This is an optimization exercise on Yosys and OpenROAD, whose aim is small area, not a production implementation.
The RTL was checked by simulation tests, not by an equivalence proof against the original design.
Power figures rest on the tool's default switching activity, not on a simulated workload.

==> flow/design.v <==
module ir_pulse_encoder (
    input  wire        clk,
    input  wire        rst,           
    input  wire        cmd_valid,
    output wire        cmd_ready,
    input  wire [31:0] cmd_data,
    output wire        rsp_valid,
    output wire [2:0]  rsp_code,
    output wire        pay_req,
    output wire [15:0] pay_addr,
    input  wire        pay_ack,
    input  wire [7:0]  pay_data,
    output wire        drv_valid,
    output wire [31:0] drv_q0,
    output wire [31:0] drv_q1,
    output wire [31:0] drv_q2,
    input  wire        drv_done,
    input  wire        drv_fault
);
    localparam [4:0] S_W0    = 5'd8,
                     S_CHECK = 5'd9,
                     S_PRD   = 5'd10,
                     S_PACK  = 5'd11,
                     S_END   = 5'd12,
                     S_FLT   = 5'd13,
                     S_RING  = 5'd16,
                     S_DRV   = 5'd24;
    localparam [2:0] N_HM = 3'd0, N_FREQ = 3'd1, N_BM = 3'd2, N_W1 = 3'd3,
                     N_HS = 3'd4, N_OS = 3'd5, N_ZS = 3'd6, N_GAP = 3'd7;
    reg [4:0]  s;
    reg [2:0]  c;                
    reg        illegal;
    reg        order;
    reg [7:0]  duty;
    reg [31:0] r0, r1, r2, r3, r4, r5, r6, r7;
    reg [15:0] addr;             
    reg [2:0]  bcnt;             
    wire       pos_clr;          
    wire       pos_inc;          
    wire [2:0] idx      = s[2:0];
    wire       in_load  = (s[4:3] == 2'b00);
    wire       in_ring  = (s[4:3] == 2'b10);
    wire       in_drv   = (s[4:3] == 2'b11);
    wire       at_slot  = (c == idx);
    wire       at_w1    = (c == N_BM);           
    wire       bytes_done = (addr == ~r6[15:0]);
    wire       last_iter  = (r6[31:16] == 16'hFFFF);
    assign cmd_ready = (s == S_W0) || (in_load && at_slot);
    wire take = cmd_valid && cmd_ready;
    wire at_freq  = at_w1;                       
    wire bad_freq = (r0 == 32'hFFFFFFFF);
    wire bad_duty = (duty > 8'd100);
    wire refuse   = illegal | bad_freq | bad_duty;
    assign rsp_valid = ((s == S_CHECK) && at_freq && refuse) ||
                       ((s == S_END) && at_w1 && last_iter) || (s == S_FLT);
    assign rsp_code  = (s == S_CHECK) ? (illegal  ? 3'd5 :
                                         bad_freq ? 3'd1 : 3'd2) :
                       (s == S_FLT)   ? 3'd4 : 3'd0;
    assign pay_req  = (s == S_PRD);
    assign pay_addr = addr;
    wire is_hm   = (idx == N_HM);
    wire is_bm   = (idx == N_BM);
    wire is_mark = ~idx[0] & ~idx[2];            
    assign drv_valid = in_ring && at_slot && !(is_bm && bytes_done);
    assign drv_q0    = {is_mark, 23'd0, duty & {8{is_mark}}};
    assign drv_q1    = ~r7;
    assign drv_q2    = (~r6 & {32{is_hm}}) | (~r0 & {32{is_bm}});
    wire [2:0] bpos    = order ? bcnt : ~bcnt;
    wire       pay_bit = pay_data[bpos];
    wire next_iter = (s == S_END) && at_w1 && !last_iter;
    assign pos_clr = ((s == S_CHECK) && at_freq) || ((s == S_END) && at_w1);
    assign pos_inc = in_drv && drv_done && !drv_fault && (idx == N_OS || idx == N_ZS);
    always @(posedge clk) begin
        {addr, bcnt} <= pos_clr ? 19'd0 : {addr, bcnt} + {18'd0, pos_inc};
    end
    always @(posedge clk) begin
        r0 <= (in_load && at_slot && cmd_valid) ? ~cmd_data : r7;
        r1 <= r0;
        r2 <= r1;
        r3 <= r2;
        r4 <= r3;
        r5 <= r4;
        r6 <= r5;
        r7 <= {r6[31:16] + {15'd0, next_iter}, r6[15:0]};
    end
    always @(posedge clk) begin
        if (rst) begin
            s <= S_W0;
            c <= 3'd0;
        end else begin
            c <= c + 3'd1;
            case (s)
            S_W0: if (cmd_valid) begin
                illegal <= (cmd_data[31:24] != 8'h01) || (cmd_data[23:9] != 15'd0);
                order   <= cmd_data[8];
                duty    <= cmd_data[7:0];
                s       <= {2'b00, N_W1};
            end
            S_CHECK: if (at_freq) s <= refuse ? S_W0 : S_RING + N_HM;
            S_PRD: s <= S_PACK;
            S_PACK: if (pay_ack) s <= pay_bit ? S_RING + N_OS : S_RING + N_ZS;
            S_END: if (at_w1) s <= last_iter ? S_W0 : S_RING + N_HM;
            S_FLT: s <= S_W0;
            default: begin
                if (in_load) begin
                    if (take) begin
                        case (idx)
                        N_W1:  s <= {2'b00, N_FREQ};
                        N_FREQ: s <= {2'b00, N_HM};
                        N_HM:  s <= {2'b00, N_HS};
                        N_HS:  s <= {2'b00, N_BM};
                        N_BM:  s <= {2'b00, N_OS};
                        N_OS:  s <= {2'b00, N_ZS};
                        N_ZS:  s <= {2'b00, N_GAP};
                        default: s <= S_CHECK;
                        endcase
                    end
                end else if (in_ring) begin
                    if (at_slot) s <= (is_bm && bytes_done) ? S_RING + N_GAP
                                                            : S_DRV + {2'b00, idx};
                end else if (in_drv) begin
                    if (drv_done) begin
                        if (drv_fault) s <= S_FLT;
                        else case (idx)
                        N_HM:  s <= S_RING + N_HS;
                        N_HS:  s <= S_RING + N_BM;
                        N_BM:  s <= S_PRD;
                        N_GAP: s <= S_END;
                        default: s <= S_RING + N_BM;   
                        endcase
                    end
                end else begin
                    s <= S_W0;
                end
            end
            endcase
        end
    end
endmodule
export LEC_CHECK = 0
export CAP_MARGIN = 20
export CORE_MARGIN = 2
export CORE_UTILIZATION = 65
export PLACE_DENSITY = 0.75
export SLEW_MARGIN = 20
create_clock -name core_clock -period 5.0 [get_ports {clk}]
standard.sh (not shown) runs the stock make flow with config.mk's settings and CLKGATE_MAP_FILE= SYNTH_SCRIPT=/design/flow/synth_recipe.tcl, a recipe that flattens the netlist after the stock synthesis.
==> flow/flow/run.sh <==
#!/bin/bash
# Own layout flow: the standard ORFS flow (standard.sh, with the standard flow's
# synthesis script synth_recipe.tcl, floorplan, power grid, placement and
# routing) with these knobs:
#  - ABC maps the logic with an area-oriented script (flow/abc_map.script:
#    &nf with a relaxed delay target) instead of ORFS's delay-oriented
#    abc_speed.script. ORFS picks the script from $SCRIPTS_DIR, so the flow
#    runs on a copy of ORFS's scripts folder in which only abc_speed.script
#    is replaced. Registers are mapped before ABC runs and are untouched.
#    A register Yosys leaves unnamed gets a numbered name that depends on the
#    cell count, so the flow first runs the standard synthesis unchanged and
#    gives each register its name from there (flow/match_names.py);
#  - the port buffers are the smallest buffer, sky130_fd_sc_hd__buf_1;
#  - constant outputs share one tie cell (no tie fanout repair);
set -euo pipefail
here=$(pwd)
results="$here/orfs/results/$FLOW_PLATFORM/ir_pulse_encoder/base"

# reference: the standard synthesis, for the register names
bash standard.sh synth > standard_synth.log 2>&1
cp "$results/1_2_yosys.v" "$here/reference_yosys.v"
rm -rf "$here/orfs"

rm -rf "$here/orfs_scripts"
cp -r --preserve=mode "$FLOW_HOME/scripts" "$here/orfs_scripts"
cp "$here/flow/abc_map.script" "$here/orfs_scripts/abc_speed.script"
CTS="-sink_clustering_enable -repair_clock_nets -dont_use_dummy_load"
CTS="$CTS -buf_list sky130_fd_sc_hd__clkbuf_4"
CTS="$CTS -sink_clustering_size 11 -sink_clustering_max_diameter 40"
knobs=("SCRIPTS_DIR=$here/orfs_scripts"
       "BUFFER_PORTS_ARGS=-buffer_cell sky130_fd_sc_hd__buf_1"
       "SKIP_REPAIR_TIE_FANOUT=1"
       "CTS_ARGS=$CTS")

bash standard.sh "${knobs[@]}" "$results/1_2_yosys.v" > standard_flow_synth.log 2>&1
python3 "$here/flow/match_names.py" "$here/reference_yosys.v" "$results/1_2_yosys.v" > match_names.log 2>&1
bash standard.sh "${knobs[@]}" finish > standard_flow.log 2>&1
==> flow/flow/abc_map.script <==
&get -n
&st
&dch
&nf -R 1000 -C 32 -F 8
&st
&dch
&nf -R 1000 -p -C 32 -F 8
&put
Other scripts of this flow, unchanged in this note and not shown: flow/flow/match_names.py
Edit:
--- a/flow/flow/run.sh
+++ b/flow/flow/run.sh
@@ -27,5 +27,5 @@
 CTS="-sink_clustering_enable -repair_clock_nets -dont_use_dummy_load"
 CTS="$CTS -buf_list sky130_fd_sc_hd__clkbuf_4"
-CTS="$CTS -sink_clustering_size 11 -sink_clustering_max_diameter 40"
+CTS="$CTS -sink_clustering_size 12 -sink_clustering_max_diameter 35"
 knobs=("SCRIPTS_DIR=$here/orfs_scripts"
        "BUFFER_PORTS_ARGS=-buffer_cell sky130_fd_sc_hd__buf_1"
The new run finished with timing, DRC and antenna clean.
Hold slack stays flat.
Via count fell slightly.
Global-route usage is about the same.
Sequential power is about the same.
Non-clock buffer count does not change.
Cell count does not change.
Die area does not change.
Clock skew rose by 0.018 ns.
Worst setup slack barely changes.
Edit:
--- a/flow/flow/run.sh
+++ b/flow/flow/run.sh
@@ -27,5 +27,5 @@
 CTS="-sink_clustering_enable -repair_clock_nets -dont_use_dummy_load"
 CTS="$CTS -buf_list sky130_fd_sc_hd__clkbuf_4"
-CTS="$CTS -sink_clustering_size 12 -sink_clustering_max_diameter 35"
+CTS="$CTS -sink_clustering_size 10 -sink_clustering_max_diameter 35"
 knobs=("SCRIPTS_DIR=$here/orfs_scripts"
        "BUFFER_PORTS_ARGS=-buffer_cell sky130_fd_sc_hd__buf_1"
==> flow/flow/abc_map.script (replaced) <==
&get -n
&st
&dch
&nf -R 1000
&st
&dch
&nf -R 1000 -p
&put
After rerunning: Global-route usage increases by 0.27 points; cell count went up by 0.39%; sequential share of layout area decreases by 0.18 points; worst setup slack is worse by 0.16 ns; wire length came out lower by about 2.3%.
Edit:
==> flow/flow/abc_map.script (replaced) <==
&get -n
&st
&dch
&nf -R 1000 -C 32 -F 8
&st
&dch
&nf -R 1000 -p -C 32 -F 8
&put
Clock skew rises by 0.024 ns.
Sequential power hardly moves.
Maximum frequency grows by a few percent.
Routed wire length climbs slightly.
Clock-buffer cell count increases by 1.
Via count decreases slightly.
Sequential share of layout area barely changes.
Critical path depth is unchanged.
Area after synthesis hardly moves.
Power stays flat.
Utilization hardly moves.

==> static timing again, ports no longer ideal <==
In the flow no input, the clock included, has a driving cell. The finished layouts below were timed again as built, in two steps.
Step 1 sets driving cells, clkbuf_16 on the clock port and buf_2 on the other inputs (assumed; they add their load-dependent delay and slew).
Step 2 times the ports against the registers' clock, not the clock port: input delays grow and output delays shrink by t, the midpoint of the rising clock arrivals with the driver on.
Three values: no drivers, after step 1, after step 2; two values: the first two.
run	t (ns)	slack for setup (ns)	slew at the worst register clock pin (ns)
the first run	0.607	1.228 / 1.192 / 1.458	0.11 / 0.11
the second run	0.617	1.228 / 1.193 / 1.476	0.12 / 0.12
the third run	0.597	1.066 / 1.031 / 1.369	0.10 / 0.10
the fourth run	0.586	1.158 / 1.124 / 1.463	0.10 / 0.10
After both steps setup and hold are still met in every run listed.
